This design comes from an exercise in tuning for small area, a short achievable clock period and few clock cycles on the open sky130 flow, not from production work.
In this exercise RTL edits were held to simulation tests only and were not proved equivalent to the original.
Power is estimated from default activity; no workload was simulated.

==> design/flow/design.v <==
module cgfc #(
    parameter RAM_SIZE = 256,
    parameter AW       = 8           
) (
    input             clk,
    input             rst,           
    input             req,
    input             we,
    input      [16:0] addr,
    input      [1:0]  size,
    input      [31:0] wdata,
    output            ack,
    output     [31:0] rdata,
    output            berr
);
    localparam [7:0] C_OK        = 8'h00, C_ENC_BYTE  = 8'h01, C_ENC_END  = 8'h02,
                     C_DEC_START = 8'h03, C_DEC_DATA  = 8'h04, C_DEC_CMPL = 8'h05,
                     E_ILLEGAL   = 8'h80, E_CONFIG    = 8'h81, E_BOUNDS   = 8'h82,
                     E_CRC       = 8'h83, E_MALFORMED = 8'h84, E_OVERFLOW = 8'h85,
                     E_OVF_END   = 8'h86;
    localparam [1:0] ENC_DONE = 2'd0, ENC_CODE = 2'd1, ENC_DATA = 2'd2, ENC_TERM = 2'd3;
    localparam [1:0] DEC_IDLE = 2'd0, DEC_BLOCK = 2'd1, DEC_PBLOCK = 2'd2;
    localparam [3:0] S_IDLE  = 4'd0,   
                     S_DONE  = 4'd1,   
                     S_CRC   = 4'd2,   
                     S_SCAN  = 4'd3,   
                     S_BDATA = 4'd4,   
                     S_BTAIL = 4'd5,   
                     S_VDATA = 4'd6,   
                     S_VCRC  = 4'd7,   
                     S_WORD  = 4'd8,   
                     S_RD    = 4'd9;   
    reg [7:0]  st_code;
    reg        st_err;
    reg        st_fvalid;
    reg [2:0]  cfg_w;
    reg [7:0]  cfg_n;
    reg [31:0] arg0, arg1, arg2, arg3;
    reg [15:0] crc_acc;
    reg [1:0]  enc_st;
    reg [7:0]  enc_blk;
    reg        enc_zero;
    reg [AW:0] enc_ptr, enc_rem;
    reg [7:0]  enc_out;
    reg [1:0]  dec_st;
    reg [7:0]  dec_cnt;
    reg        dec_ovf;
    reg [AW:0] dec_base, dec_cap, dec_len;
    reg [AW:0] frm_len;
    reg [15:0] frm_crc, frm_resp, frm_wval;
    reg [31:0] frm_sval;
    reg [3:0]  state;
    reg [AW:0] ptr;         
    reg [AW:0] cnt;         
    reg [15:0] acc;         
    reg        first;       
    reg        ptr_off4;    
    reg        cflag;       
    reg        btail;       
    reg        bs1;         
    reg [AW:0] flen;        
    reg [AW:0] k;           
    reg        bs_done;     
    reg [15:0] resp;        
    reg        woob;        
    function [15:0] crc_step(input [15:0] a, input [7:0] b);
        integer i;
        reg [15:0] c;
        begin
            c = a ^ {b, 8'h00};
            for (i = 0; i < 8; i = i + 1)
                c = c[15] ? ({c[14:0], 1'b0} ^ 16'h1021) : {c[14:0], 1'b0};
            crc_step = c;
        end
    endfunction
    wire        idle     = state == S_IDLE;
    wire        ram_win  = addr[16];
    wire        reg_ok   = !ram_win && size == 2'd2 && addr[1:0] == 2'b00;
    wire        ram_ok   = ram_win && size == 2'd0;
    wire        ram_in   = ram_win && addr[15:AW] == 0;
    wire        is_cmd   = reg_ok && we && addr[15:2] == 14'd0;
    wire [7:0]  op   = wdata[31:24];
    wire [7:0]  fl   = wdata[23:16];
    wire [7:0]  rsv  = wdata[15:8];
    wire [7:0]  imm  = wdata[7:0];
    wire        z_f  = fl == 8'h00;
    wire        z_f1 = fl[7:1] == 7'h00;
    wire        z_r  = rsv == 8'h00;
    wire        z_i  = imm == 8'h00;
    wire op_multi = op == 8'h12 || op == 8'h40 || op == 8'h41 || op == 8'h42 ||
                    op == 8'h48 || op == 8'h49 || op == 8'h4A || op == 8'h50 ||
                    (op == 8'h21 && enc_st == ENC_CODE && !bs_done);
    wire two_cyc  = (ram_ok && !we) || (is_cmd && op_multi);
    function [10:0] dl2_of(input [7:0] n, input [2:0] w);
        reg [10:0] n1;
        begin
            n1 = {3'd0, n} + 11'd1;
            case (w)
                3'd2:    dl2_of = {n1[9:0], 1'b0};
                3'd3:    dl2_of = n1 + {n1[9:0], 1'b0};
                default: dl2_of = {n1[8:0], 2'b00};
            endcase
        end
    endfunction
    reg  [10:0] dl2;         
    reg         span_oob;    
    reg  [5:0]  oobf;        
    wire        w_ok  = cfg_w == 3'd2 || cfg_w == 3'd3 || cfg_w == 3'd4;
    wire [10:0] w11   = {8'd0, cfg_w};
    wire [10:0] dl0   = w11;                                
    wire [10:0] dl1   = {w11[9:0], 1'b0};                   
    wire        a0big = arg0[31:AW+1] != 0;                 
    wire [11:0] a0    = {3'd0, arg0[AW:0]};
    wire        wr_reg = idle && req && reg_ok && we;
    wire        wr_cfg = wr_reg && addr[15:0] == 16'h0008;
    wire        wr_a0  = wr_reg && addr[15:0] == 16'h0010;
    wire        wr_a1  = wr_reg && addr[15:0] == 16'h0014;
    wire        do_soft   = idle && req && is_cmd && wdata == 32'h01000000;
    wire [31:0] a0_nx  = do_soft ? 32'd0 : wr_a0 ? wdata : arg0;
    wire [31:0] a1_nx  = do_soft ? 32'd0 : wr_a1 ? wdata : arg1;
    wire [2:0]  w_nx   = do_soft ? 3'd0 : wr_cfg ? wdata[2:0] : cfg_w;
    wire [10:0] dl2_nx = do_soft ? 11'd0 : wr_cfg ? dl2_of(wdata[15:8], wdata[2:0]) : dl2;
    wire        big0_nx = a0_nx[31:AW+1] != 0;
    wire        big1_nx = a1_nx[31:AW+1] != 0;
    wire [11:0] a0n     = {3'd0, a0_nx[AW:0]};
    wire [11:0] wn      = {9'd0, w_nx};
    wire [11:0] e0a_nx  = a0n + wn;
    wire [11:0] e1a_nx  = a0n + {wn[10:0], 1'b0};
    wire [11:0] e2a_nx  = a0n + {1'b0, dl2_nx};
    wire [11:0] e0b_nx  = e0a_nx + wn;
    wire [11:0] e1b_nx  = e1a_nx + wn;
    wire [11:0] e2b_nx  = e2a_nx + wn;
    wire [11:0] sp_nx   = a0n + {3'd0, a1_nx[AW:0]};
    always @(posedge clk) begin
        if (rst) begin
            dl2      <= 11'd0;
            span_oob <= 1'b0;
            oobf     <= 6'b000000;
        end else begin
            dl2      <= dl2_nx;
            span_oob <= big0_nx || big1_nx || sp_nx > RAM_SIZE;
            oobf     <= {big0_nx || e2b_nx > RAM_SIZE, big0_nx || e1b_nx > RAM_SIZE,
                         big0_nx || e0b_nx > RAM_SIZE, big0_nx || e2a_nx > RAM_SIZE,
                         big0_nx || e1a_nx > RAM_SIZE, big0_nx || e0a_nx > RAM_SIZE};
        end
    end
    wire oob0a = oobf[0], oob1a = oobf[1], oob2a = oobf[2];
    wire oob0b = oobf[3], oob1b = oobf[4], oob2b = oobf[5];
    wire [1:0]  shp   = op[1:0];
    wire [10:0] dl_s  = (shp == 2'd0) ? dl0 : (shp == 2'd1) ? dl1 : dl2;
    wire        tail_s = fl[0] || shp == 2'd2;
    wire        oob_a = (shp == 2'd0) ? oob0a : (shp == 2'd1) ? oob1a : oob2a;
    wire        oob_b = (shp == 2'd0) ? oob0b : (shp == 2'd1) ? oob1b : oob2b;
    wire        b_oob = tail_s ? oob_b : oob_a;
    wire        v_oob = oob_b;
    wire [10:0] b_len = dl_s + (tail_s ? w11 : 11'd0);
    wire [10:0] v_len = dl_s + w11;
    wire [10:0] jw    = (cfg_w == 3'd2) ? {2'b00, imm, 1'b0} :
                        (cfg_w == 3'd3) ? ({3'b000, imm} + {2'b00, imm, 1'b0}) :
                                          {1'b0, imm, 2'b00};
    wire [11:0] wbeg  = a0 + {1'b0, jw};
    wire [11:0] wend  = wbeg + {1'b0, w11};
    wire [AW:0] enc_m = (enc_rem > 254) ? 9'd254 : enc_rem;
    function [4*(AW-2)-1:0] rows_of(input [AW-1:0] a);
        integer b;
        begin
            for (b = 0; b < 4; b = b + 1)
                rows_of[(AW-2)*b +: (AW-2)] = a[AW-1:2] + ((b < a[1:0]) ? 1'b1 : 1'b0);
        end
    endfunction
    reg  [4*(AW-2)-1:0] prow;
    wire [AW-1:0] rp = ptr[AW-1:0];
    wire [31:0]   bdv;      
    wire [3:0]    bmask;
    wire          host_w;
    wire          dec_w;
    wire          bld_w;
    wire [AW-1:0] dec_wa;
    wire [7:0]    dec_byte;
    wire [31:0] bank_q;
    genvar gb;
    generate
        for (gb = 0; gb < 4; gb = gb + 1) begin : bank
            reg  [7:0]    mem [0:(RAM_SIZE/4)-1];
            wire [1:0]    bi  = gb;
            wire [1:0]    wl  = bi - rp[1:0];                
            wire          we_b = host_w ? addr[1:0] == bi :
                                 dec_w  ? dec_wa[1:0] == bi : bld_w && bmask[wl];
            wire [AW-3:0] wr  = host_w ? addr[AW-1:2] :
                                dec_w  ? dec_wa[AW-1:2] : prow[(AW-2)*gb +: (AW-2)];
            wire [7:0]    wd  = host_w ? wdata[7:0] : dec_w ? dec_byte : bdv[8*wl +: 8];
            always @(posedge clk)
                if (we_b) mem[wr] <= wd;
            assign bank_q[8*gb +: 8] = mem[prow[(AW-2)*gb +: (AW-2)]];
        end
    endgenerate
    wire [63:0] bq2 = {bank_q, bank_q};
    wire [31:0] win = bq2[8*rp[1:0] +: 32];
    wire [7:0]  r0 = win[7:0], r1 = win[15:8], r2 = win[23:16], r3 = win[31:24];
    wire [2:0]  nb    = (cnt > 4) ? 3'd4 : cnt[2:0];        
    wire        last4 = cnt <= 4;
    reg  [7:0] bb0, bb1, bb2, bb3;
    always @* begin
        bb0 = 8'h00; bb1 = 8'h00; bb2 = 8'h00; bb3 = 8'h00;
        if (first) begin
            bb0 = arg2[15:8];
            bb1 = arg2[7:0];
            if (bs1 && cfg_w == 3'd2) begin bb2 = arg3[15:8]; bb3 = arg3[7:0]; end
            if (bs1 && cfg_w == 3'd3) bb3 = arg3[15:8];
        end else if (bs1 && ptr_off4) begin
            if (cfg_w == 3'd3) bb0 = arg3[7:0];
            if (cfg_w == 3'd4) begin bb0 = arg3[15:8]; bb1 = arg3[7:0]; end
        end
    end
    wire        cb    = state == S_BDATA;
    wire [7:0]  c0 = cb ? bb0 : r0, c1 = cb ? bb1 : r1, c2 = cb ? bb2 : r2, c3 = cb ? bb3 : r3;
    wire [15:0] k1 = crc_step(acc, c0);
    wire [15:0] k2 = crc_step(k1, c1);
    wire [15:0] k3 = crc_step(k2, c2);
    wire [15:0] k4 = crc_step(k3, c3);
    wire [15:0] acc_n = (nb == 3'd1) ? k1 : (nb == 3'd2) ? k2 : (nb == 3'd3) ? k3 :
                        (nb == 3'd4) ? k4 : acc;
    wire [AW:0] sk = k;
    wire [AW:0] sm = enc_m;
    wire h0 = (sk == sm) || r0 == 8'h00;
    wire h1 = (sk + 9'd1 == sm) || r1 == 8'h00;
    wire h2 = (sk + 9'd2 == sm) || r2 == 8'h00;
    wire h3 = (sk + 9'd3 == sm) || r3 == 8'h00;
    wire        shit = h0 || h1 || h2 || h3;
    wire [AW:0] skk  = h0 ? sk : h1 ? sk + 9'd1 : h2 ? sk + 9'd2 : sk + 9'd3;
    wire [AW:0] res_k = (idle && bs_done) ? k : skk;     
    reg [31:0] reg_rd;
    always @* begin
        reg_rd = 32'd0;
        if (addr[15:7] == 9'd0)
            case (addr[6:2])
                5'h01: reg_rd = {22'd0, st_fvalid, st_err, st_code};
                5'h02: reg_rd = {16'd0, cfg_n, 5'd0, cfg_w};
                5'h04: reg_rd = arg0;
                5'h05: reg_rd = arg1;
                5'h06: reg_rd = arg2;
                5'h07: reg_rd = arg3;
                5'h08: reg_rd = {16'd0, crc_acc};
                5'h0C: reg_rd = {15'd0, enc_zero, enc_blk, 6'd0, enc_st};
                5'h0D: reg_rd = {{(31-AW){1'b0}}, enc_ptr};
                5'h0E: reg_rd = {{(31-AW){1'b0}}, enc_rem};
                5'h0F: reg_rd = {24'd0, enc_out};
                5'h10: reg_rd = {15'd0, dec_ovf, dec_cnt, 6'd0, dec_st};
                5'h11: reg_rd = {{(31-AW){1'b0}}, dec_base};
                5'h12: reg_rd = {{(31-AW){1'b0}}, dec_cap};
                5'h13: reg_rd = {{(31-AW){1'b0}}, dec_len};
                5'h14: reg_rd = {{(31-AW){1'b0}}, frm_len};
                5'h15: reg_rd = {16'd0, frm_crc};
                5'h16: reg_rd = {16'd0, frm_resp};
                5'h17: reg_rd = {16'd0, frm_wval};
                5'h18: reg_rd = frm_sval;
                default: reg_rd = 32'd0;
            endcase
    end
    wire fin_pred = (state == S_DONE) || (state == S_RD) || (state == S_BTAIL) || (state == S_VCRC) ||
                    (state == S_WORD) || (state == S_CRC && last4) ||
                    (state == S_BDATA && last4 && !btail);
    assign ack   = req && (idle ? !two_cyc : fin_pred);
    wire   idle_n = rst || (idle ? !(req && two_cyc) : fin_pred);
    wire   bs_keep = idle && !host_w && !dec_w &&
                     !(req && is_cmd && (op == 8'h01 || op == 8'h20 || op == 8'h21));
    wire   bs_adv  = bs_keep && enc_st == ENC_CODE && !bs_done;
    assign berr  = !(reg_ok || ram_ok);
    assign rdata = (state == S_RD) ? {24'd0, woob ? 8'h00 : r0} : (reg_ok ? reg_rd : 32'd0);
    assign dec_wa = dec_base[AW-1:0] + dec_len[AW-1:0];
    wire          dec_room = !dec_ovf && dec_len < dec_cap;
    wire          cmd_dec = idle && req && is_cmd && op == 8'h31 && z_f && z_r;
    wire dec_emit_lit = dec_st != DEC_IDLE && dec_cnt != 8'd0 && imm != 8'h00;
    wire dec_emit_zero = dec_st == DEC_BLOCK && dec_cnt == 8'd0 && imm != 8'h00;
    wire [3:0] lanes_n = (nb == 3'd1) ? 4'b0001 : (nb == 3'd2) ? 4'b0011 :
                         (nb == 3'd3) ? 4'b0111 : (nb == 3'd4) ? 4'b1111 : 4'b0000;
    wire [3:0] lanes_w = (cfg_w == 3'd2) ? 4'b0011 : (cfg_w == 3'd3) ? 4'b0111 : 4'b1111;
    wire [15:0] t_word = cflag ? acc : 16'h0000;
    assign host_w   = idle && req && ram_ok && ram_in && we;
    assign dec_w    = cmd_dec && (dec_emit_lit || dec_emit_zero) && dec_room;
    assign dec_byte = dec_emit_lit ? imm : 8'h00;
    assign bld_w    = state == S_BDATA || state == S_BTAIL;
    assign bmask    = (state == S_BDATA) ? lanes_n : lanes_w;
    assign bdv      = (state == S_BDATA) ? {bb3, bb2, bb1, bb0} : {16'h0000, t_word[7:0], t_word[15:8]};
    reg [7:0] code;    
    reg       fin;     
    reg [3:0]  state_n;
    reg [AW:0] ptr_n, encp_n, encp_i;
    always @(posedge clk) begin
        state_n = state;
        ptr_n   = ptr;
        encp_n  = enc_ptr;
        encp_i  = enc_ptr;
        fin  = 1'b0;
        code = C_OK;
        if (rst) begin
            state_n     = S_IDLE;
            st_code   <= C_OK;  st_err  <= 1'b0; st_fvalid <= 1'b0;
            cfg_w     <= 3'd0;  cfg_n   <= 8'd0;
            arg0      <= 32'd0; arg1    <= 32'd0; arg2 <= 32'd0; arg3 <= 32'd0;
            crc_acc   <= 16'hFFFF;
            enc_st    <= ENC_DONE; enc_blk <= 8'd0; enc_zero <= 1'b0;
            encp_n   = 0; enc_rem <= 0; enc_out <= 8'd0;
            dec_st    <= DEC_IDLE; dec_cnt <= 8'd0; dec_ovf <= 1'b0;
            dec_base  <= 0; dec_cap <= 0; dec_len <= 0;
            frm_len   <= 0; frm_crc <= 16'd0; frm_resp <= 16'd0; frm_wval <= 16'd0;
            frm_sval  <= 32'd0;
            ptr_n = 0; cnt <= 0; acc <= 16'd0; first <= 1'b0; ptr_off4 <= 1'b0;
            cflag <= 1'b0; btail <= 1'b0; bs1 <= 1'b0; flen <= 0;
            k <= 0; bs_done <= 1'b0; resp <= 16'd0; woob <= 1'b0;
        end else begin
            case (state)
            S_IDLE: if (req) begin
                if (ram_ok && !we) begin
                    ptr_n   = {1'b0, addr[AW-1:0]};
                    woob  <= !ram_in;
                    state_n = S_RD;
                end else if (reg_ok && we && !is_cmd) begin
                    case (addr[15:0])
                        16'h0008: begin cfg_w <= wdata[2:0]; cfg_n <= wdata[15:8]; end
                        16'h0010: arg0 <= wdata;
                        16'h0014: arg1 <= wdata;
                        16'h0018: arg2 <= wdata;
                        16'h001C: arg3 <= wdata;
                        16'h0020: crc_acc <= wdata[15:0];
                        default: ;
                    endcase
                end else if (is_cmd) begin
                    fin = 1'b1;
                    if (op_multi) state_n = S_DONE;
                    case (op)
                        8'h21:   ptr_n = ptr + 9'd4;
                        8'h50:   ptr_n = wbeg[AW:0];
                        default: ptr_n = arg0[AW:0];
                    endcase
                    case (op)
                    8'h00: if (!(z_f && z_r && z_i)) code = E_ILLEGAL;
                    8'h01: if (z_f && z_r && z_i) begin                 
                        st_err <= 1'b0; st_fvalid <= 1'b0;
                        cfg_w <= 3'd0; cfg_n <= 8'd0;
                        arg0 <= 32'd0; arg1 <= 32'd0; arg2 <= 32'd0; arg3 <= 32'd0;
                        crc_acc <= 16'hFFFF;
                        enc_st <= ENC_DONE; enc_blk <= 8'd0; enc_zero <= 1'b0;
                        encp_n = 0; enc_rem <= 0; enc_out <= 8'd0;
                        dec_st <= DEC_IDLE; dec_cnt <= 8'd0; dec_ovf <= 1'b0;
                        dec_base <= 0; dec_cap <= 0; dec_len <= 0;
                        frm_len <= 0; frm_crc <= 16'd0; frm_resp <= 16'd0;
                        frm_wval <= 16'd0; frm_sval <= 32'd0;
                    end else code = E_ILLEGAL;
                    8'h02: if (z_f && z_r && z_i) st_err <= 1'b0;    
                           else code = E_ILLEGAL;
                    8'h10: if (z_f && z_r && z_i) crc_acc <= 16'hFFFF;
                           else code = E_ILLEGAL;
                    8'h11: if (z_f && z_r) crc_acc <= crc_step(crc_acc, imm);
                           else code = E_ILLEGAL;
                    8'h12: if (z_f1 && z_r && z_i) begin                 
                        if (span_oob) code = E_BOUNDS;
                        else begin
                            fin   = 1'b0;
                            acc   <= fl[0] ? 16'hFFFF : crc_acc;
                            cnt   <= arg1[AW:0];
                            state_n = S_CRC;
                        end
                    end else code = E_ILLEGAL;
                    8'h20: if (z_f && z_r && z_i) begin                  
                        if (span_oob) code = E_BOUNDS;
                        else begin
                            encp_n = arg0[AW:0]; enc_rem <= arg1[AW:0];
                            enc_st <= ENC_CODE; enc_blk <= 8'd0; enc_zero <= 1'b0;
                        end
                    end else code = E_ILLEGAL;
                    8'h21: if (z_f && z_r && z_i) begin                  
                        case (enc_st)
                        ENC_DONE: code = C_ENC_END;
                        ENC_TERM: begin
                            code = C_ENC_BYTE; enc_out <= 8'h00; enc_st <= ENC_DONE;
                        end
                        ENC_CODE: begin
                            code = C_ENC_BYTE;
                            if (!bs_done && !shit) begin
                                fin     = 1'b0;
                                k       <= k + 9'd4;
                                state_n = S_SCAN;
                            end
                        end
                        default: begin                                  
                            code = C_ENC_BYTE;
                            enc_out <= r0;
                            enc_blk <= enc_blk - 8'd1;
                            if (enc_blk == 8'd1) begin                  
                                enc_blk <= 8'd0;
                                if (enc_zero) begin
                                    encp_n = enc_ptr + 9'd2; enc_rem <= enc_rem - 9'd2;
                                    enc_zero <= 1'b0; enc_st <= ENC_CODE;
                                end else begin
                                    encp_n = enc_ptr + 1'b1; enc_rem <= enc_rem - 1'b1;
                                    enc_st <= (enc_rem == 1) ? ENC_TERM : ENC_CODE;
                                end
                            end else begin
                                encp_n = enc_ptr + 1'b1; enc_rem <= enc_rem - 1'b1;
                            end
                        end
                        endcase
                    end else code = E_ILLEGAL;
                    8'h30: if (z_f && z_r && z_i) begin                  
                        if (span_oob) code = E_BOUNDS;
                        else begin
                            dec_base <= arg0[AW:0]; dec_cap <= arg1[AW:0];
                            dec_st <= DEC_IDLE; dec_cnt <= 8'd0; dec_ovf <= 1'b0;
                            dec_len <= 0;
                        end
                    end else code = E_ILLEGAL;
                    8'h31: if (z_f && z_r) begin                         
                        if (dec_st == DEC_IDLE) begin
                            if (imm != 8'h00) begin                     
                                dec_len <= 0; dec_ovf <= 1'b0;
                                dec_st  <= (imm == 8'hFF) ? DEC_PBLOCK : DEC_BLOCK;
                                dec_cnt <= (imm == 8'hFF) ? 8'd254 : imm - 8'd1;
                                code = C_DEC_START;
                            end
                        end else if (dec_cnt == 8'd0) begin
                            if (imm == 8'h00) begin                     
                                dec_st <= DEC_IDLE; dec_cnt <= 8'd0;
                                if (dec_ovf) begin
                                    code = E_OVF_END; dec_len <= 0; dec_ovf <= 1'b0;
                                end else code = C_DEC_CMPL;
                            end else begin                              
                                dec_st  <= (imm == 8'hFF) ? DEC_PBLOCK : DEC_BLOCK;
                                dec_cnt <= (imm == 8'hFF) ? 8'd254 : imm - 8'd1;
                                if (dec_st == DEC_BLOCK) begin          
                                    if (dec_room) begin
                                        dec_len <= dec_len + 1'b1;
                                        code = C_DEC_DATA;
                                    end else begin
                                        dec_ovf <= 1'b1; code = E_OVERFLOW;
                                    end
                                end
                            end
                        end else begin
                            if (imm == 8'h00) begin                     
                                dec_st <= DEC_IDLE; dec_cnt <= 8'd0;
                                dec_len <= 0; dec_ovf <= 1'b0;
                                code = E_MALFORMED;
                            end else begin                              
                                dec_cnt <= dec_cnt - 8'd1;
                                if (dec_room) begin
                                    dec_len <= dec_len + 1'b1;
                                    code = C_DEC_DATA;
                                end else begin
                                    dec_ovf <= 1'b1; code = E_OVERFLOW;
                                end
                            end
                        end
                    end else code = E_ILLEGAL;
                    8'h40, 8'h41, 8'h42: if (z_f1 && z_r && z_i) begin   
                        if (!w_ok) code = E_CONFIG;
                        else if (b_oob) code = E_BOUNDS;
                        else begin
                            fin      = 1'b0;
                            bs1      <= shp == 2'd1;
                            cflag    <= fl[0];
                            btail    <= tail_s;
                            flen     <= b_len[AW:0];
                            acc      <= 16'hFFFF;
                            cnt      <= dl_s[AW:0];
                            first    <= 1'b1;
                            ptr_off4 <= 1'b0;
                            state_n    = S_BDATA;
                        end
                    end else code = E_ILLEGAL;
                    8'h48, 8'h49, 8'h4A: if (z_f && z_r && z_i) begin    
                        if (!w_ok || v_oob) begin
                            code = w_ok ? E_BOUNDS : E_CONFIG;
                            st_fvalid <= 1'b0; frm_resp <= 16'd0;
                        end else begin
                            fin   = 1'b0;
                            flen  <= v_len[AW:0];
                            acc   <= 16'hFFFF;
                            cnt   <= dl_s[AW:0];
                            first <= 1'b1;
                            state_n = S_VDATA;
                        end
                    end else code = E_ILLEGAL;
                    8'h50: if (z_f && z_r) begin                         
                        if (!w_ok) code = E_CONFIG;
                        else begin
                            fin   = 1'b0;
                            woob  <= a0big || wend > RAM_SIZE;
                            state_n = S_WORD;
                        end
                    end else code = E_ILLEGAL;
                    default: code = E_ILLEGAL;
                    endcase
                end
            end
            S_DONE: state_n = S_IDLE;
            S_RD:   state_n = S_IDLE;
            S_CRC: begin
                acc <= acc_n;
                ptr_n = ptr + 9'd4;
                cnt <= cnt - {6'd0, nb};
                if (last4) begin
                    crc_acc <= acc_n;
                    fin   = 1'b1;
                    state_n = S_IDLE;
                end
            end
            S_SCAN: begin
                if (shit) begin
                    fin   = 1'b1;
                    code  = C_ENC_BYTE;
                    state_n = S_DONE;
                end else begin
                    k     <= k + 9'd4;
                    ptr_n = ptr + 9'd4;
                end
            end
            S_BDATA: begin
                acc      <= acc_n;
                ptr_n      = ptr + {6'd0, nb};
                cnt      <= cnt - {6'd0, nb};
                first    <= 1'b0;
                ptr_off4 <= first;
                if (last4) begin
                    frm_crc <= acc_n;
                    if (btail) state_n = S_BTAIL;
                    else begin
                        frm_len <= flen;
                        fin   = 1'b1;
                        state_n = S_IDLE;
                    end
                end
            end
            S_BTAIL: begin
                frm_len <= flen;
                fin   = 1'b1;
                state_n = S_IDLE;
            end
            S_VDATA: begin
                acc   <= acc_n;
                if (first) resp <= {r0, r1};
                first <= 1'b0;
                ptr_n   = ptr + {6'd0, nb};
                cnt   <= cnt - {6'd0, nb};
                if (last4) state_n = S_VCRC;
            end
            S_VCRC: begin
                fin = 1'b1;
                frm_crc <= acc;
                frm_len <= flen;
                if ({r0, r1} == acc) begin
                    frm_resp  <= resp;
                    st_fvalid <= 1'b1;
                end else begin
                    frm_resp  <= 16'd0;
                    st_fvalid <= 1'b0;
                    code = E_CRC;
                end
                state_n = S_IDLE;
            end
            S_WORD: begin
                fin = 1'b1;
                if (woob) code = E_BOUNDS;
                else begin
                    frm_wval <= {r0, r1};
                    case (cfg_w)
                        3'd2:    frm_sval <= {{16{r0[7]}}, r0, r1};
                        3'd3:    frm_sval <= {{8{r0[7]}}, r0, r1, r2};
                        default: frm_sval <= {r0, r1, r2, r3};
                    endcase
                end
                state_n = S_IDLE;
            end
            default: state_n = S_IDLE;
            endcase
            encp_i = encp_n;
            if (idle && req && is_cmd && op == 8'h21 && z_f && z_r && z_i &&
                enc_st == ENC_CODE && bs_done && k == 0 && k != sm)
                encp_i = enc_ptr + 1'b1;
            if ((idle && req && is_cmd && op == 8'h21 && z_f && z_r && z_i &&
                 enc_st == ENC_CODE && (bs_done || shit)) || (state == S_SCAN && shit)) begin
                enc_out  <= res_k[7:0] + 8'd1;
                enc_blk  <= res_k[7:0];
                enc_zero <= (res_k != sm);
                if (res_k == 0) begin                                  
                    enc_blk <= 8'd0;
                    if (res_k != sm) begin
                        encp_n = enc_ptr + 1'b1; enc_rem <= enc_rem - 1'b1;
                        enc_zero <= 1'b0; enc_st <= ENC_CODE;
                    end else begin
                        enc_st <= (enc_rem == 0) ? ENC_TERM : ENC_CODE;
                    end
                end else begin
                    enc_st <= ENC_DATA;
                end
            end
            if (fin) begin
                st_code <= code;
                if (code[7]) st_err <= 1'b1;
            end
            if (idle_n) begin
                if (!bs_keep) begin
                    k       <= 0;
                    bs_done <= 1'b0;
                end else if (enc_st == ENC_CODE && !bs_done) begin
                    if (shit) begin
                        k       <= skk;
                        bs_done <= 1'b1;
                    end else begin
                        k       <= k + 9'd4;
                    end
                end
            end
        end
        if (rst) ptr_n = 0;
        else if (idle_n) ptr_n = bs_adv ? ptr + 9'd4 : encp_i;
        state   <= state_n;
        enc_ptr <= encp_n;
        ptr     <= ptr_n;
        prow    <= rows_of(ptr_n[AW-1:0]);
    end
endmodule
==> design/flow/flow/run.sh <==
#!/bin/bash
# The standard layout (standard.sh: the standard flow's synthesis and ORFS steps, unchanged
# settings from config.mk), with two differences in how it sizes cells:
#  - the port buffers are buf_4 cells instead of the delay-cell buffer
#    buffer_ports picks by default;
#  - the resizer may swap a cell for one of another footprint
#    (MATCH_CELL_FOOTPRINT=0), so those buffers and the logic can be resized.
# ORFS writes each step's full log under orfs/logs/; make's own output goes to
# standard.log here.
set -euo pipefail
cd "$(dirname "$0")/.."
bash standard.sh MATCH_CELL_FOOTPRINT=0 \
    "BUFFER_PORTS_ARGS=-buffer_cell sky130_fd_sc_hd__buf_4" finish > standard.log 2>&1
==> design/flow/standard.sh <==
#!/bin/bash
# synth_recipe.tcl (not shown) runs the flow's synth.tcl, then flattens the netlist and writes it again
# the make line also repeats each setting of config.mk as NAME=value (left out here)
make -C /OpenROAD-flow-scripts/flow DESIGN_CONFIG=/design/flow/config.mk WORK_HOME=/design/flow/orfs CLKGATE_MAP_FILE= SYNTH_SCRIPT=/design/flow/synth_recipe.tcl "${@:-finish}"
==> design/flow/config.mk <==
export PLATFORM = sky130hd
export DESIGN_NAME = cgfc
export DESIGN_NICKNAME = cgfc
export VERILOG_FILES = /design/flow/design.v
export SDC_FILE = /design/flow/constraint.sdc
export NUM_CORES = 4
export LEC_CHECK = 0
export CAP_MARGIN = 20
export CELL_PAD_IN_SITES_DETAIL_PLACEMENT = 1
export CELL_PAD_IN_SITES_GLOBAL_PLACEMENT = 1
export CORE_MARGIN = 2
export CORE_UTILIZATION = 45
export PLACE_DENSITY = 0.6
export SETUP_SLACK_MARGIN = 4
export SLEW_MARGIN = 20
export TNS_END_PERCENT = 5
==> design/flow/constraint.sdc <==
create_clock -name core_clock -period 10.0 [get_ports {clk}]
set_input_delay 2.0000 -clock core_clock [delete_from_list [all_inputs] [get_ports {clk}]]
set_output_delay 2.0000 -clock core_clock [all_outputs]
set_load 0.01 [all_outputs]
==> out/results.ini, run 1 <==
[global_routing]
overflow=0
grt_max_degree=172
grt_pass1_wl_um=644000
grt_usage_pct=33.8
antenna_found_initial=18
grt_pass1_vias=85200

[clock_network]
clock_latency_ps=890
cts_sinks=2486
clk_pin_slew_ps=60
htreeDepth=5
cts_inserted_buffers=282
cts_tree=yes
max-clock-path-buffers=4
cts_hold_buffers=0
clock-root-buffer=clkbuf_16

[worst_setup_path]
critPathLaunch=prow[6]
crit_top_cell=mux4_2
r2r_cells=25
r2r_slack_ps=3380
r2r-end=frm_crc[8]
r2r_start=prow[6]
endpoint=rdata[5]
path_buf_inv=6
cpPeakStageDelay_ps=620
worstSetupPathType=reg2out
worstSetupStartpointType=flop
path_cells=buf_16 > buf_16 > buf_6 > mux4_2 > mux4_2 > mux4_2 > a221o_1 > buf_4 > and2_4 > a21oi_4 > buf_12 > o22ai_4 > buf_6
worstPathMaxFanout=5
cp.depth=13
arrival_ps=4680
cp_top_family=multiplexers
cpMaxStageDelayCell=mux4_2
end_kind=primary output
cp_data_required_time_ps=8000

[placement]
dp_slack_ps=1300
io_buffer_count=88
place_congestion=0.956
place_hpwl_um=300000

[logic_synthesis]
synth_flop_cell=edfxtp_1
async_reset_ff_share_pct=0
syn-num-nets=9210
yosysUniqueCellTypes=121
ys_warn_count=1
syn_area_per_cell_um2=12.9
syn_inst=9020
synth_edf_count=2048
ys_ff_latch=2486
synth-seq-area-share_pct=60.4
syn_area_um2=116000

[sta]
finalCriticalPeriod_ps=6680
min_period_over_period_pct=66.8
slew_headroom_pct=18.5
setup_slack_ps=3320
hold_viol=0
setup_viol=0
fmax_mhz=150
rsz0062_at_grt=yes
finalClockSkew_ps=75.1
hold_slack_ps=457
worst_pin_slew_ps=1190
setup_tns_ps=0
slew_violations=0

[floorplan]
die_area_um2=263000
core-area_um2=257000
io_pins=89
rows=186
start_util_pct=45.3
die_height_um=513
die_w_um=513

[cells_and_area]
area_delta_synth_final_pct=19.4
finalNetCount=9690
drive_above_1_share_pct=24.9

[detailed_routing]
wl_per_cell_um=34.6
drcViolationCount=0
via_per_inst=6.46
dr.pass1.iters=8
vias=84700
drtIter0Drc=9422
finalWirelength_um=454000
ant_nets=0

[job]
maxCapViolations=0

[outcome]
status=no timing/DRC/antenna violations

[min_path]
min_path_type=reg2reg

[power]
cellLeakagePower_nw=42.8
p_per_area_nw_per_um2=165
peakVddDrop_mv=0.155

registers in the layout, summed over array words and instances (netlist names), 11 cells and up:
register	flops
frm_crc	16
crc_acc	16
acc	16
arg3	32
arg1	32
prow	24
dl2	11
frm_wval	16
arg0	32
frm_resp	16
arg2	32
resp	16
bank.mem	2048
frm_sval	31
report_power, final:
group          leakage (nW)  internal (W)  switching [W]
registers              20.3        0.0110     0.00000610
clock network          4.30       0.00578        0.00435
logic                  18.2      0.000863       0.000937
total                  42.8        0.0177        0.00529
how the worst min path moves through the flow:
stage	startpoint	end	slack, ps	depth (start not counted)
after floorplan	dec_base[8]	dec_base[8]	430	2
after global placement	arg2[31]	arg2[31]	440	2
after detailed placement	arg3[17]	arg3[17]	450	2
after CTS	arg3[17]	arg3[17]	460	2
after global routing	arg3[17]	arg3[17]	470	2
final	arg2[30]	arg2[30]	460	2
through the flow:
stage,area [um^2],power (W),instances,utilization (%)
floorplan,117000,0.0120,9020,-
global placement,121000,0.0123,12200,47.2
detailed placement,121000,0.0124,12200,47.3
CTS,137000,0.0228,13000,53.1
global route,139000,0.0235,13100,54.1
finish,139000,0.0230,13100,54.1
cell families (layout without fill, tap and decap cells):
logic type,Yosys count,count (layout),share of synthesized area (%)
AOI/OAI and AO/OA,2013,2015,11.5
xor gates and xnor gates,305,305,2.74
adders and majority gates,136,136,1.55
buffers and inverters,710,1407,2.85
DFF,2486,2486,60.4
muxes,911,911,11.4
other,1,9,0.00322
and+or+nand+nor,2458,2460,9.62
layout make-up:
class	instances	area [um^2]
fill	25000	118000
antenna	8	20.0
sequential	2486	70300
clock inverter	130	1150
clock buffer	375	7650
inverter	111	439
tap	3384	4230
multi-input combinational	5828	47500
timing repair buffer	791	7640
synth_stat cells (all sizes together), types with 46 or more instances:
cell / instances / area [um^2]
a211oi: 84 / 636
a21o: 59 / 443
a21oi: 553 / 2780
a221oi: 72 / 673
a22o: 54 / 473
a22oi: 353 / 2660
a31oi: 92 / 582
and3: 57 / 357
buf: 183 / 1330
clkbuf: 416 / 1570
dfxtp: 438 / 8770
edfxtp: 2048 / 61500
ha: 121 / 1510
inv: 106 / 398
mux2: 49 / 552
mux2i: 538 / 5400
mux4: 324 / 7300
nand2: 647 / 2430
nand2b: 46 / 288
nand3: 339 / 1700
nand4: 47 / 294
nor2: 877 / 3290
nor2b: 61 / 382
nor3: 149 / 756
nor4: 52 / 374
o21ai: 345 / 1730
o22ai: 82 / 519
xnor2: 180 / 1690
xor2: 100 / 921
worst min-delay path: stages, from the launching register on:
cell and delay, ps:
dfxtp_1 310, nand2_1 50, a21oi_1 50
layer usage:
layer | GRT usage (%) | up-vias | part of all wire (%)
li1 | - | 35900 | -
met4 | 14.7 | 8 | 5.2
met2 | 52.2 | 3585 | 45
met1 | 47.9 | 44300 | 43
met5 | 0 | - | 0.012
met3 | 4.75 | 1004 | 6.9
cells in the final DEF (no fill, tap or decap), types with 84 or more instances in the layout:
| cell | n |
|---|---|
| nand2_1 | 607 |
| a31oi_1 | 84 |
| a21oi_1 | 507 |
| nor2_2 | 243 |
| nand3_1 | 316 |
| dfxtp_1 | 414 |
| xnor2_1 | 144 |
| ha_1 | 112 |
| nor2_1 | 575 |
| mux4_2 | 324 |
| a22oi_1 | 342 |
| edfxtp_1 | 2048 |
| inv_1 | 96 |
| clkbuf_16 | 308 |
| buf_4 | 609 |
| mux2i_1 | 522 |
| nor3_1 | 126 |
| o21ai_0 | 254 |
repair_timing:
| item | CTS | global route |
|---|---|---|
| pin swaps | 160 | 138 |
| setup buffers | 262 | 120 |
| gates resized for setup | 816 | 280 |
| setup endpoints to repair | 4324 | 2803 |
| gates cloned | 23 | 4 |
Testbench counts, summed over its fixed seeds: cycles 41,416.
==> run 2, diff against run 1 <==
--- a/design/flow/design.v
+++ b/design/flow/design.v
@@ -29,7 +29,8 @@
                      S_VDATA = 4'd6,   
                      S_VCRC  = 4'd7,   
                      S_WORD  = 4'd8,   
-                     S_RD    = 4'd9;   
+                     S_RD    = 4'd9,   
+                     S_WAIT  = 4'd10;  
     reg [7:0]  st_code;
     reg        st_err;
     reg        st_fvalid;
@@ -89,7 +90,7 @@
     wire        z_i  = imm == 8'h00;
     wire op_multi = op == 8'h12 || op == 8'h40 || op == 8'h41 || op == 8'h42 ||
                     op == 8'h48 || op == 8'h49 || op == 8'h4A || op == 8'h50 ||
-                    (op == 8'h21 && enc_st == ENC_CODE && !bs_done);
+                    (op == 8'h21 && ((enc_st == ENC_CODE && !bs_done) || pw_en));
     wire two_cyc  = (ram_ok && !we) || (is_cmd && op_multi);
     function [10:0] dl2_of(input [7:0] n, input [2:0] w);
         reg [10:0] n1;
@@ -116,32 +117,40 @@
     wire        wr_a0  = wr_reg && addr[15:0] == 16'h0010;
     wire        wr_a1  = wr_reg && addr[15:0] == 16'h0014;
     wire        do_soft   = idle && req && is_cmd && wdata == 32'h01000000;
-    wire [31:0] a0_nx  = do_soft ? 32'd0 : wr_a0 ? wdata : arg0;
-    wire [31:0] a1_nx  = do_soft ? 32'd0 : wr_a1 ? wdata : arg1;
-    wire [2:0]  w_nx   = do_soft ? 3'd0 : wr_cfg ? wdata[2:0] : cfg_w;
-    wire [10:0] dl2_nx = do_soft ? 11'd0 : wr_cfg ? dl2_of(wdata[15:8], wdata[2:0]) : dl2;
-    wire        big0_nx = a0_nx[31:AW+1] != 0;
-    wire        big1_nx = a1_nx[31:AW+1] != 0;
-    wire [11:0] a0n     = {3'd0, a0_nx[AW:0]};
-    wire [11:0] wn      = {9'd0, w_nx};
-    wire [11:0] e0a_nx  = a0n + wn;
-    wire [11:0] e1a_nx  = a0n + {wn[10:0], 1'b0};
-    wire [11:0] e2a_nx  = a0n + {1'b0, dl2_nx};
-    wire [11:0] e0b_nx  = e0a_nx + wn;
-    wire [11:0] e1b_nx  = e1a_nx + wn;
-    wire [11:0] e2b_nx  = e2a_nx + wn;
-    wire [11:0] sp_nx   = a0n + {3'd0, a1_nx[AW:0]};
+    function [5:0] oob_of(input [31:0] a, input [2:0] w, input [10:0] d);
+        reg        big;
+        reg [11:0] an, wn, e0, e1, e2;
+        begin
+            big = a[31:AW+1] != 0;
+            an  = {3'd0, a[AW:0]};
+            wn  = {9'd0, w};
+            e0  = an + wn;
+            e1  = an + {wn[10:0], 1'b0};
+            e2  = an + {1'b0, d};
+            oob_of = {big || e2 + wn > RAM_SIZE, big || e1 + wn > RAM_SIZE,
+                      big || e0 + wn > RAM_SIZE, big || e2 > RAM_SIZE,
+                      big || e1 > RAM_SIZE, big || e0 > RAM_SIZE};
+        end
+    endfunction
+    function span_of(input [31:0] a, input [31:0] b);
+        reg [11:0] sum;
+        begin
+            sum     = {3'd0, a[AW:0]} + {3'd0, b[AW:0]};
+            span_of = a[31:AW+1] != 0 || b[31:AW+1] != 0 || sum > RAM_SIZE;
+        end
+    endfunction
+    wire [10:0] dl2_w = dl2_of(wdata[15:8], wdata[2:0]);
     always @(posedge clk) begin
-        if (rst) begin
+        if (rst || do_soft) begin
             dl2      <= 11'd0;
             span_oob <= 1'b0;
             oobf     <= 6'b000000;
         end else begin
-            dl2      <= dl2_nx;
-            span_oob <= big0_nx || big1_nx || sp_nx > RAM_SIZE;
-            oobf     <= {big0_nx || e2b_nx > RAM_SIZE, big0_nx || e1b_nx > RAM_SIZE,
-                         big0_nx || e0b_nx > RAM_SIZE, big0_nx || e2a_nx > RAM_SIZE,
-                         big0_nx || e1a_nx > RAM_SIZE, big0_nx || e0a_nx > RAM_SIZE};
+            if (wr_cfg) dl2 <= dl2_w;
+            if (wr_a0)  span_oob <= span_of(wdata, arg1);
+            if (wr_a1)  span_oob <= span_of(arg0, wdata);
+            if (wr_a0)  oobf <= oob_of(wdata, cfg_w, dl2);
+            if (wr_cfg) oobf <= oob_of(arg0, wdata[2:0], dl2_w);
         end
     end
     wire oob0a = oobf[0], oob1a = oobf[1], oob2a = oobf[2];
@@ -175,6 +184,14 @@
     wire          host_w;
     wire          dec_w;
     wire          bld_w;
+    reg           pw_en;
+    reg  [AW-1:0] pw_a;
+    reg  [7:0]    pw_d;
+    always @(posedge clk) begin
+        pw_en <= !rst && (host_w || dec_w);
+        pw_a  <= host_w ? addr[AW-1:0] : dec_wa;
+        pw_d  <= host_w ? wdata[7:0] : dec_byte;
+    end
     wire [AW-1:0] dec_wa;
     wire [7:0]    dec_byte;
     wire [31:0] bank_q;
@@ -184,11 +201,9 @@
             reg  [7:0]    mem [0:(RAM_SIZE/4)-1];
             wire [1:0]    bi  = gb;
             wire [1:0]    wl  = bi - rp[1:0];                
-            wire          we_b = host_w ? addr[1:0] == bi :
-                                 dec_w  ? dec_wa[1:0] == bi : bld_w && bmask[wl];
-            wire [AW-3:0] wr  = host_w ? addr[AW-1:2] :
-                                dec_w  ? dec_wa[AW-1:2] : prow[(AW-2)*gb +: (AW-2)];
-            wire [7:0]    wd  = host_w ? wdata[7:0] : dec_w ? dec_byte : bdv[8*wl +: 8];
+            wire          we_b = pw_en ? pw_a[1:0] == bi : bld_w && bmask[wl];
+            wire [AW-3:0] wr  = pw_en ? pw_a[AW-1:2] : prow[(AW-2)*gb +: (AW-2)];
+            wire [7:0]    wd  = pw_en ? pw_d : bdv[8*wl +: 8];
             always @(posedge clk)
                 if (we_b) mem[wr] <= wd;
             assign bank_q[8*gb +: 8] = mem[prow[(AW-2)*gb +: (AW-2)]];
@@ -222,13 +237,22 @@
                         (nb == 3'd4) ? k4 : acc;
     wire [AW:0] sk = k;
     wire [AW:0] sm = enc_m;
-    wire h0 = (sk == sm) || r0 == 8'h00;
-    wire h1 = (sk + 9'd1 == sm) || r1 == 8'h00;
-    wire h2 = (sk + 9'd2 == sm) || r2 == 8'h00;
-    wire h3 = (sk + 9'd3 == sm) || r3 == 8'h00;
+    wire [AW:0] sk1 = sk + 9'd1, sk2 = sk + 9'd2, sk3 = sk + 9'd3, sk4 = sk + 9'd4;
+    wire l0 = sk == sm, l1 = sk1 == sm, l2 = sk2 == sm, l3 = sk3 == sm;    
+    wire h0 = l0 || r0 == 8'h00;
+    wire h1 = l1 || r1 == 8'h00;
+    wire h2 = l2 || r2 == 8'h00;
+    wire h3 = l3 || r3 == 8'h00;
+    wire s0 = h0, s1 = !h0 && h1, s2 = !h0 && !h1 && h2, s3 = !h0 && !h1 && !h2 && h3;
     wire        shit = h0 || h1 || h2 || h3;
-    wire [AW:0] skk  = h0 ? sk : h1 ? sk + 9'd1 : h2 ? sk + 9'd2 : sk + 9'd3;
-    wire [AW:0] res_k = (idle && bs_done) ? k : skk;     
+    wire [AW:0] skk  = ({AW+1{s0}} & sk) | ({AW+1{s1}} & sk1) |
+                       ({AW+1{s2}} & sk2) | ({AW+1{s3}} & sk3);
+    wire        bsr     = idle && bs_done;
+    wire [AW:0] res_k   = bsr ? k : skk;
+    wire [AW:0] res_k1  = bsr ? sk1 : (({AW+1{s0}} & sk1) | ({AW+1{s1}} & sk2) |
+                                       ({AW+1{s2}} & sk3) | ({AW+1{s3}} & sk4));
+    wire        res_lim = bsr ? l0 : ((s0 && l0) || (s1 && l1) || (s2 && l2) || (s3 && l3));
+    wire        res_ab  = (k == 0) && (bsr || s0);           
     reg [31:0] reg_rd;
     always @* begin
         reg_rd = 32'd0;
@@ -261,8 +285,8 @@
                     (state == S_WORD) || (state == S_CRC && last4) ||
                     (state == S_BDATA && last4 && !btail);
     assign ack   = req && (idle ? !two_cyc : fin_pred);
-    wire   idle_n = rst || (idle ? !(req && two_cyc) : fin_pred);
-    wire   bs_keep = idle && !host_w && !dec_w &&
+    wire   idle_n = rst || (idle ? !(req && two_cyc) : (fin_pred || state == S_WAIT));
+    wire   bs_keep = idle && !pw_en &&
                      !(req && is_cmd && (op == 8'h01 || op == 8'h20 || op == 8'h21));
     wire   bs_adv  = bs_keep && enc_st == ENC_CODE && !bs_done;
     assign berr  = !(reg_ok || ram_ok);
@@ -369,7 +393,10 @@
                             enc_st <= ENC_CODE; enc_blk <= 8'd0; enc_zero <= 1'b0;
                         end
                     end else code = E_ILLEGAL;
-                    8'h21: if (z_f && z_r && z_i) begin                  
+                    8'h21: if (pw_en) begin                              
+                        fin     = 1'b0;
+                        state_n = S_WAIT;
+                    end else if (z_f && z_r && z_i) begin
                         case (enc_st)
                         ENC_DONE: code = C_ENC_END;
                         ENC_TERM: begin
@@ -495,6 +522,7 @@
             end
             S_DONE: state_n = S_IDLE;
             S_RD:   state_n = S_IDLE;
+            S_WAIT: state_n = S_IDLE;
             S_CRC: begin
                 acc <= acc_n;
                 ptr_n = ptr + 9'd4;
@@ -575,18 +603,17 @@
             endcase
             encp_i = encp_n;
             if (idle && req && is_cmd && op == 8'h21 && z_f && z_r && z_i &&
-                enc_st == ENC_CODE && bs_done && k == 0 && k != sm)
+                enc_st == ENC_CODE && bs_done && !pw_en && k == 0 && k != sm)
                 encp_i = enc_ptr + 1'b1;
-            if ((idle && req && is_cmd && op == 8'h21 && z_f && z_r && z_i &&
+            if ((idle && req && is_cmd && op == 8'h21 && z_f && z_r && z_i && !pw_en &&
                  enc_st == ENC_CODE && (bs_done || shit)) || (state == S_SCAN && shit)) begin
-                enc_out  <= res_k[7:0] + 8'd1;
+                enc_out  <= res_k1[7:0];
                 enc_blk  <= res_k[7:0];
-                enc_zero <= (res_k != sm);
-                if (res_k == 0) begin                                  
-                    enc_blk <= 8'd0;
-                    if (res_k != sm) begin
+                enc_zero <= !res_lim && !res_ab;
+                if (res_ab) begin                                      
+                    if (!res_lim) begin
                         encp_n = enc_ptr + 1'b1; enc_rem <= enc_rem - 1'b1;
-                        enc_zero <= 1'b0; enc_st <= ENC_CODE;
+                        enc_st <= ENC_CODE;
                     end else begin
                         enc_st <= (enc_rem == 0) ? ENC_TERM : ENC_CODE;
                     end
==> run 2 against run 1 <==
- combinational power is 61% lower
- critical path type is now in2out
- power shrank 3.1%
- first-iteration DRC count increased by 13%
- setup slack improved by 210 ps
- via count rose by 3.2%
- sequential share of layout area increased by 0.61 points
- die area is 2.2% higher
- clock power hardly changed
- wire length grew 7.2%
- non-clock buffer count decreased by 218
==> out/results.ini, run 2 <==
[clock_network]
max-clock-path-buffers=4
clk_pin_slew_ps=60
htreeDepth=5
cts_tree=yes
cts_inserted_buffers=280
cts_sinks=2503
clock-root-buffer=clkbuf_16
clock_latency_ps=930

[worst_setup_path]
worstPathMaxFanout=17
worstSetupPathType=in2out
arrival_ps=4460
path_cells=buf_4 > nor4_2 > buf_6 > and2_4 > buf_12 > a222oi_1 > a31oi_4 > buf_6
cpPeakStageDelay_ps=1010
path_buf_inv=4
cp_top_family=compound AO/OA/AOI/OAI gates
r2r_slack_ps=3720
cpMaxStageDelayCell=a222oi_1
cp_data_required_time_ps=8000
worstSetupStartpointType=input port
crit_top_cell=buf_6
end_kind=primary output

[detailed_routing]
dr.pass1.iters=9
via_per_inst=6.56
vias=87400
wl_per_cell_um=36.5
finalWirelength_um=487000
drtIter0Drc=10600
drcViolationCount=0
ant_nets=0

[sta]
worst_pin_slew_ps=1170
fmax_mhz=155
finalCriticalPeriod_ps=6460
slew_headroom_pct=21.9
setup_tns_ps=0
hold_viol=0
hold_slack_ps=468
slew_violations=0
min_period_over_period_pct=64.6
finalClockSkew_ps=55.8
rsz0062_at_grt=yes
setup_viol=0

[global_routing]
overflow=0
grt_pass1_wl_um=681000
antenna_found_initial=22
grt_max_degree=160
grt_usage_pct=35.4
grt_pass1_vias=86700

[power]
p_int_w=0.0174
clock_power_share_pct=46.9
cellLeakagePower_nw=46.2
p_sw_w=0.00488
pwr-share-comb_pct=3.2
p_per_area_nw_per_um2=161
power_frac_seq_pct=49.9
switching_share_pct=21.9
peakVddDrop_mv=0.192

[logic_synthesis]
synth-seq-area-share_pct=59.3
yosysUniqueCellTypes=123
synth_common_cells=2048 x edfxtp_1, 1146 x nor2_1, 643 x nand2_1
yosysTopAreaCell=edfxtp_1
synth_top_cell_area_share_pct=51.7
syn_area_um2=119000
async_reset_ff_share_pct=0
syn_inst=9315
ys_ff_latch=2503
syn_area_per_cell_um2=12.8
ys_warn_count=1
synthMostInstantiatedCell=edfxtp_1
synth_area_leaders=edfxtp_1 52%, dfxtp_1 7.7%, mux4_2 6.8%, nor2_1 3.6%, mux2i_1 3.4%
synth_flop_cell=edfxtp_1
synth_edf_count=2048
syn-num-nets=9540

[floorplan]
io_pins=89
core-area_um2=263000
die_w_um=518
start_util_pct=45.3
die_height_um=518
die_area_um2=269000
rows=188

[cells_and_area]
finalNetCount=9815
area_delta_synth_final_pct=16.0
final_common_cell=edfxtp_1
largest_reg_flops=2048
regMostFlops=bank.mem
post-route-cell-area_um2=138000
utilization_pct=52.5
most-common-layout-cells=2048 x edfxtp_1, 1048 x nor2_1, 627 x nand2_1, 600 x a21oi_1, 442 x buf_4
fillCellCount=26100
drive_above_1_share_pct=19.7

[outcome]
status=no timing/DRC/antenna violations

[placement]
place_congestion=1.00
post_dp_cell_area_um2=124000
io_buffer_count=88
place_hpwl_um=330000

[job]
maxCapViolations=0

[min_path]
min_path_type=reg2reg

==> run 2: power groups by stage <==
stage	Combinational (W)	Clock, W	Sequential (W)
after CTS	0.000678	0.0106	0.0111
final	0.000704	0.0104	0.0111
after global placement	0.000611	0	0.0113
after detailed placement	0.000619	0	0.0113
after floorplan	0.000407	0	0.0113
after global routing	0.000735	0.0109	0.0111
==> run 2: kinds of logic after synthesis <==
group / share of synthesized area, %
buffers and inverters: 2.82
AND/OR/NAND/NOR: 9.92
other: 0.00315
multiplexers: 11.0
adder cells (fa/ha/maj): 1.92
flip-flops: 59.3
AO/OA/AOI/OAI: 11.9
XOR/XNOR: 3.07
==> run 2: worst min-delay path, cell delays in order, from the launching register on <==
cell and delay, ps:
dfxtp_1 310, nand2_1 60, a21oi_1 50
==> run 2: path summary, 6_finish.rpt <==
kind	cells past startpoint	end	start
setup reg to reg	22	prow[17]	cnt[5]
hold / removal	2	resp[14]	resp[14]
setup / recovery	8	rdata[15]	addr[2]
hold reg to reg	2	resp[14]	resp[14]
==> run 2: repair_timing <==
| item | in CTS | in global routing |
|---|---|---|
| endpoints found under the setup margin | 666 | 699 |
| buffers inserted | 183 | 34 |
| gates cloned | 21 | 1 |
| hold buffers | 0 | 0 |
| pin swaps | 62 | 25 |
| resized for setup | 485 | 131 |
==> run 2: through the flow <==
stage | power [W] | std cells | setup slack (ps)
global placement | 0.0120 | 12600 | 563
global route | 0.0227 | 13300 | 3620
detailed placement | 0.0120 | 12600 | 1670
CTS | 0.0223 | 13300 | 3670
finish | 0.0223 | 13300 | 3540
floorplan | 0.0117 | 9315 | 3750
==> run 2: area by class of cell <==
class	count	area [um^2]	area share (%)
flip-flops and latches	2503	70700	51.2
diodes	8	20.0	0.0145
clock buffers	349	7440	5.39
repair buffers	573	5740	4.16
clock inverters	148	1670	1.21
inverters	117	503	0.364
multi-input cells	6115	47600	34.5
well taps	3515	4400	3.19
==> run 2: layer usage <==
| metal | up-vias | global-route usage, % | share of wire (%) |
|---|---|---|---|
| li1 | 36400 | - | - |
| met1 | 45800 | 49.9 | 42 |
| met2 | 4150 | 54.0 | 45 |
| met3 | 969 | 6.09 | 8.1 |
| met4 | 24 | 15.0 | 4.8 |
| met5 | - | 0 | 0.038 |
Testbench counts of run 2, summed over its fixed seeds: cycles 41,416.
==> run 3, diff against run 2 <==
--- a/design/flow/design.v
+++ b/design/flow/design.v
@@ -64,6 +64,7 @@
     reg        bs_done;     
     reg [15:0] resp;        
     reg        woob;        
+    reg [3:0]  rd_sel;      
     function [15:0] crc_step(input [15:0] a, input [7:0] b);
         integer i;
         reg [15:0] c;
@@ -106,6 +107,7 @@
     reg  [10:0] dl2;         
     reg         span_oob;    
     reg  [5:0]  oobf;        
+    reg         cfg_dirty;   
     wire        w_ok  = cfg_w == 3'd2 || cfg_w == 3'd3 || cfg_w == 3'd4;
     wire [10:0] w11   = {8'd0, cfg_w};
     wire [10:0] dl0   = w11;                                
@@ -149,9 +151,9 @@
             if (wr_cfg) dl2 <= dl2_w;
             if (wr_a0)  span_oob <= span_of(wdata, arg1);
             if (wr_a1)  span_oob <= span_of(arg0, wdata);
-            if (wr_a0)  oobf <= oob_of(wdata, cfg_w, dl2);
-            if (wr_cfg) oobf <= oob_of(arg0, wdata[2:0], dl2_w);
+            oobf <= wr_a0 ? oob_of(wdata, cfg_w, dl2) : oob_of(arg0, cfg_w, dl2);
         end
+        cfg_dirty <= !rst && !do_soft && wr_cfg;
     end
     wire oob0a = oobf[0], oob1a = oobf[1], oob2a = oobf[2];
     wire oob0b = oobf[3], oob1b = oobf[4], oob2b = oobf[5];
@@ -184,14 +186,8 @@
     wire          host_w;
     wire          dec_w;
     wire          bld_w;
-    reg           pw_en;
-    reg  [AW-1:0] pw_a;
-    reg  [7:0]    pw_d;
-    always @(posedge clk) begin
-        pw_en <= !rst && (host_w || dec_w);
-        pw_a  <= host_w ? addr[AW-1:0] : dec_wa;
-        pw_d  <= host_w ? wdata[7:0] : dec_byte;
-    end
+    wire [3:0]    pw_bank;
+    wire          pw_en = |pw_bank;
     wire [AW-1:0] dec_wa;
     wire [7:0]    dec_byte;
     wire [31:0] bank_q;
@@ -201,11 +197,21 @@
             reg  [7:0]    mem [0:(RAM_SIZE/4)-1];
             wire [1:0]    bi  = gb;
             wire [1:0]    wl  = bi - rp[1:0];                
-            wire          we_b = pw_en ? pw_a[1:0] == bi : bld_w && bmask[wl];
-            wire [AW-3:0] wr  = pw_en ? pw_a[AW-1:2] : prow[(AW-2)*gb +: (AW-2)];
-            wire [7:0]    wd  = pw_en ? pw_d : bdv[8*wl +: 8];
-            always @(posedge clk)
-                if (we_b) mem[wr] <= wd;
+            wire          we_b = host_w ? addr[1:0] == bi :
+                                 dec_w  ? dec_wa[1:0] == bi : bld_w && bmask[wl];
+            wire [AW-3:0] wr  = host_w ? addr[AW-1:2] :
+                                dec_w  ? dec_wa[AW-1:2] : prow[(AW-2)*gb +: (AW-2)];
+            wire [7:0]    wd  = host_w ? wdata[7:0] : dec_w ? dec_byte : bdv[8*wl +: 8];
+            reg           pwe;
+            reg  [AW-3:0] pwr;
+            reg  [7:0]    pwd;
+            always @(posedge clk) begin
+                pwe <= !rst && we_b;
+                pwr <= wr;
+                pwd <= wd;
+                if (pwe) mem[pwr] <= pwd;
+            end
+            assign pw_bank[gb] = pwe;
             assign bank_q[8*gb +: 8] = mem[prow[(AW-2)*gb +: (AW-2)]];
         end
     endgenerate
@@ -290,7 +296,9 @@
                      !(req && is_cmd && (op == 8'h01 || op == 8'h20 || op == 8'h21));
     wire   bs_adv  = bs_keep && enc_st == ENC_CODE && !bs_done;
     assign berr  = !(reg_ok || ram_ok);
-    assign rdata = (state == S_RD) ? {24'd0, woob ? 8'h00 : r0} : (reg_ok ? reg_rd : 32'd0);
+    wire [7:0] ram_rd = ({8{rd_sel[0]}} & bank_q[7:0])   | ({8{rd_sel[1]}} & bank_q[15:8]) |
+                        ({8{rd_sel[2]}} & bank_q[23:16]) | ({8{rd_sel[3]}} & bank_q[31:24]);
+    assign rdata = {24'd0, ram_rd} | (reg_ok ? reg_rd : 32'd0);
     assign dec_wa = dec_base[AW-1:0] + dec_len[AW-1:0];
     wire          dec_room = !dec_ovf && dec_len < dec_cap;
     wire          cmd_dec = idle && req && is_cmd && op == 8'h31 && z_f && z_r;
@@ -331,13 +339,13 @@
             frm_sval  <= 32'd0;
             ptr_n = 0; cnt <= 0; acc <= 16'd0; first <= 1'b0; ptr_off4 <= 1'b0;
             cflag <= 1'b0; btail <= 1'b0; bs1 <= 1'b0; flen <= 0;
-            k <= 0; bs_done <= 1'b0; resp <= 16'd0; woob <= 1'b0;
+            rd_sel <= 4'b0000; k <= 0; bs_done <= 1'b0; resp <= 16'd0; woob <= 1'b0;
         end else begin
             case (state)
             S_IDLE: if (req) begin
                 if (ram_ok && !we) begin
                     ptr_n   = {1'b0, addr[AW-1:0]};
-                    woob  <= !ram_in;
+                    rd_sel <= ram_in ? (4'b0001 << addr[1:0]) : 4'b0000;
                     state_n = S_RD;
                 end else if (reg_ok && we && !is_cmd) begin
                     case (addr[15:0])
@@ -479,7 +487,11 @@
                             end
                         end
                     end else code = E_ILLEGAL;
-                    8'h40, 8'h41, 8'h42: if (z_f1 && z_r && z_i) begin   
+                    8'h40, 8'h41, 8'h42, 8'h48, 8'h49, 8'h4A: if (cfg_dirty) begin
+                        fin     = 1'b0;                                  
+                        state_n = S_WAIT;
+                    end else if (op[3] == 1'b0) begin
+                      if (z_f1 && z_r && z_i) begin                      
                         if (!w_ok) code = E_CONFIG;
                         else if (b_oob) code = E_BOUNDS;
                         else begin
@@ -495,7 +507,8 @@
                             state_n    = S_BDATA;
                         end
                     end else code = E_ILLEGAL;
-                    8'h48, 8'h49, 8'h4A: if (z_f && z_r && z_i) begin    
+                    end else begin
+                      if (z_f && z_r && z_i) begin                       
                         if (!w_ok || v_oob) begin
                             code = w_ok ? E_BOUNDS : E_CONFIG;
                             st_fvalid <= 1'b0; frm_resp <= 16'd0;
@@ -507,7 +520,8 @@
                             first <= 1'b1;
                             state_n = S_VDATA;
                         end
-                    end else code = E_ILLEGAL;
+                      end else code = E_ILLEGAL;
+                    end
                     8'h50: if (z_f && z_r) begin                         
                         if (!w_ok) code = E_CONFIG;
                         else begin
@@ -521,7 +535,10 @@
                 end
             end
             S_DONE: state_n = S_IDLE;
-            S_RD:   state_n = S_IDLE;
+            S_RD: begin
+                rd_sel  <= 4'b0000;
+                state_n = S_IDLE;
+            end
             S_WAIT: state_n = S_IDLE;
             S_CRC: begin
                 acc <= acc_n;
@@ -540,8 +557,8 @@
                     state_n = S_DONE;
                 end else begin
                     k     <= k + 9'd4;
-                    ptr_n = ptr + 9'd4;
                 end
+                ptr_n = ptr + 9'd4;         
             end
             S_BDATA: begin
                 acc      <= acc_n;
==> run 3 against run 2 <==
- still clean on timing, DRC and antenna
- fmax up 2.4%
- sequential cell count up 48
- global-route usage is 0.078 points higher
- die area grew 0.30%
- synthesized cell count rose by 0.28%
- largest cell class unchanged
- largest power group unchanged
- highest routed layer unchanged
==> out/results.ini, run 3 <==
[detailed_routing]
wl_met2_um=219000
drt-met1-wl_um=204000
finalWirelength_um=490000
wl_per_cell_um=36.5
vias=87200
highest_layer=met5
drcViolationCount=0
via_per_inst=6.50
met3WireLength_um=43800
dr.pass1.iters=9
drtIter0Drc=10600
ant_nets=0

[sta]
setup_tns_ps=0
setup_viol=0
setup_slack_ps=3690
worst_pin_slew_ps=1170
slew_violations=0
finalClockSkew_ps=49.8
rsz0062_at_grt=yes
min_period_over_period_pct=63.1
finalCriticalPeriod_ps=6310
fmax_mhz=158
hold_viol=0
slew_headroom_pct=21.5

[logic_synthesis]
synth_top_cell_area_share_pct=51.5
synth_common_cells=2048 x edfxtp_1, 952 x nor2_1, 747 x nand2_1
synth-seq-area-share_pct=60.0
synth_area_leaders=edfxtp_1 52%, dfxtp_1 8.4%, mux4_2 6.3%, mux2i_1 4.1%, nor2_1 3.0%
async_reset_ff_share_pct=0
syn-num-nets=9569
synthMostInstantiatedCell=edfxtp_1
synth_flop_cell=edfxtp_1
ys_ff_latch=2551
syn_area_um2=119000
synth_edf_count=2048
syn_inst=9341
syn_area_per_cell_um2=12.8
yosysTopAreaCell=edfxtp_1
ys_warn_count=1
yosysUniqueCellTypes=107

[cells_and_area]
drive_above_1_share_pct=19.9
utilization_pct=52.5
most-common-layout-cells=2048 x edfxtp_1, 900 x nor2_1, 732 x nand2_1, 594 x a21oi_1, 512 x buf_4
final_cells=13400
final_common_cell=edfxtp_1
largest_reg_flops=2048
regMostFlops=bank.mem
finalNetCount=9886
post-route-cell-area_um2=139000
area_delta_synth_final_pct=16.3

[placement]
io_buffer_count=88
place_hpwl_um=332000
dp_slack_ps=1630
place_congestion=1.02
dp.cells=12600
post_dp_cell_area_um2=124000

[worst_setup_path]
path_cells=buf_4 > nor4_4 > nand2_4 > nor2_4 > nand2_2 > inv_2 > nand4_1 > buf_12 > buf_4 > a31oi_2 > buf_4
path_buf_inv=5
end_kind=primary output
cp_data_required_time_ps=8000
cpPeakStageDelay_ps=550
worstPathMaxFanout=8
worstSetupPathType=in2out
crit_top_cell=buf_4
arrival_ps=4310
cp_top_family=simple AND/OR/NAND/NOR gates
worstSetupStartpointType=input port
cpMaxStageDelayCell=a31oi_2

[power]
cellLeakagePower_nw=43.8
p_int_w=0.0177
p_sw_w=0.00506
power_frac_seq_pct=49.7
switching_share_pct=22.2
pwr-share-comb_pct=4.1
clock_power_share_pct=46.2
p_per_area_nw_per_um2=164
peakVddDrop_mv=0.176

[clock_network]
cts_inserted_buffers=286
htreeDepth=5
cts_hold_buffers=0
clk_pin_slew_ps=60
clock-root-buffer=clkbuf_16
cts_sinks=2551
max-clock-path-buffers=4
cts_tree=yes
clock_latency_ps=910

[floorplan]
die_height_um=519
rows=189
io_pins=89
start_util_pct=45.1
die_area_um2=269000
die_w_um=519
core-area_um2=264000

[min_path]
min_path_type=reg2reg

[global_routing]
grt_pass1_vias=86500
overflow=0
grt_max_degree=83
grt_usage_pct=35.5
antenna_found_initial=39
grt_pass1_wl_um=682000

[outcome]
status=no timing/DRC/antenna violations

[job]
maxCapViolations=0

==> run 3: changes by cell type in the layout (fill, tap and decap cells not counted), sizes merged, moves of 32 or more <==
cell,previous run,this run
dfxtp,455,503
mux2i,410,491
mux4,368,336
nand2,643,747
a22oi,333,294
buf,555,621
nor2,1149,952
nand3,197,289
==> run 3: metrics by stage <==
stage	total power (W)	hold WS, ps
after detailed placement	0.0123	449
final	0.0228	455
after CTS	0.0228	456
after floorplan	0.0121	432
after global placement	0.0123	442
after global routing	0.0233	479
==> run 3: routing by layer <==
| layer | vias to the layer above | track usage [%] |
|---|---|---|
| met5 | - | 0 |
| met4 | 26 | 14.4 |
| met1 | 45700 | 49.7 |
| met3 | 950 | 7.41 |
| met2 | 4103 | 53.9 |
| li1 | 36400 | - |
==> run 3: logic make-up (layout without fill, tap and decap cells) <==
| logic type | count (synthesis) | in the layout | synth area share, % |
|---|---|---|---|
| simple gates | 2631 | 2632 | 9.92 |
| xor+xnor | 347 | 347 | 2.98 |
| mux | 905 | 905 | 11.2 |
| fa+ha+maj | 173 | 173 | 1.93 |
| flops | 2551 | 2551 | 60.0 |
| other cells | 1 | 6 | 0.00314 |
| buf+inv | 726 | 1265 | 2.79 |
| compound gates | 2007 | 2008 | 11.2 |
==> run 3: what timing repair did <==
item / CTS / global route
setup buffers: 143 / 120
gates resized for setup: 383 / 196
hold endpoints to repair: 0 / 0
setup endpoints to repair: 211 / 212
pin swaps: 56 / 73
cloned: 13 / 5
==> run 3: final timing paths <==
check / end / depth (start not counted) / start / slack [ps]
worst max-delay path: rdata[10] / 11 / addr[9] / 3690
worst min-delay path: arg3[30] / 2 / arg3[30] / 460
worst max register to register: enc_rem[1] / 20 / prow[21] / 3820
worst min register to register: arg3[30] / 2 / arg3[30] / 460
==> run 3: layout make-up <==
type                            instances  area, um^2
Antenna cell                            5        12.5
Clock buffer                          364        7880
Sequential cell                      2551       71700
Inverter                              117         479
Clock inverter                        148        1320
Tap cell                             3533        4420
Fill cell                           26200      126000
Timing Repair Buffer                  636        6150
Multi-Input combinational cell       6066       46900
==> run 3: tightest hold or removal path, stage by stage (launching register included) <==
cell     delay [ps]
dfxtp_1         310
nand2_1          50
a21oi_1          50
==> run 3: power groups by stage <==
| stage | clock network [W] | logic (W) | registers, W |
|---|---|---|---|
| after floorplan | 0 | 0.000499 | 0.0116 |
| after CTS | 0.0106 | 0.000844 | 0.0113 |
| after detailed placement | 0 | 0.000761 | 0.0116 |
| after global placement | 0 | 0.000757 | 0.0116 |
| final | 0.0105 | 0.000942 | 0.0113 |
| after global routing | 0.0110 | 0.000971 | 0.0113 |
Testbench counts of run 3, summed over its fixed seeds: cycles 41,416.

[afterwards: timing with drivers on the ports]
The flow's constraints put no driver on any port. The routed layouts listed below were extracted and timed again, unchanged, in two steps.
Step 1 assumes that a clkbuf_16 drives the clock port and a buf_2 every other input.
Step 2 moves the port delays by t, midway between the first and last clock arrival at a register: inputs arrive t later, outputs are due t later. That takes back most of the time a late clock gives input paths.
a / b / c = no drivers / after step 1 / after step 2; a / b = the first two.
run | t (ns) | setup slack, ns | worst setup path at the end | worst slew at a driven data input, ns | pins driven straight from the clock port
run 1 | 0.960 | 3.324 / 3.215 / 2.603 | input to register | 0.18 | 1
run 2 | 1.002 | 3.536 / 3.439 / 2.821 | input to register | 0.09 | 1
run 3 | 0.985 | 3.686 / 3.492 / 3.002 | input to register | 0.26 | 1
After both steps every run listed still meets setup and hold. For run 1, which loses most, drivers alone change the setup slack by -0.109 ns; drivers and shift together by -0.721 ns.
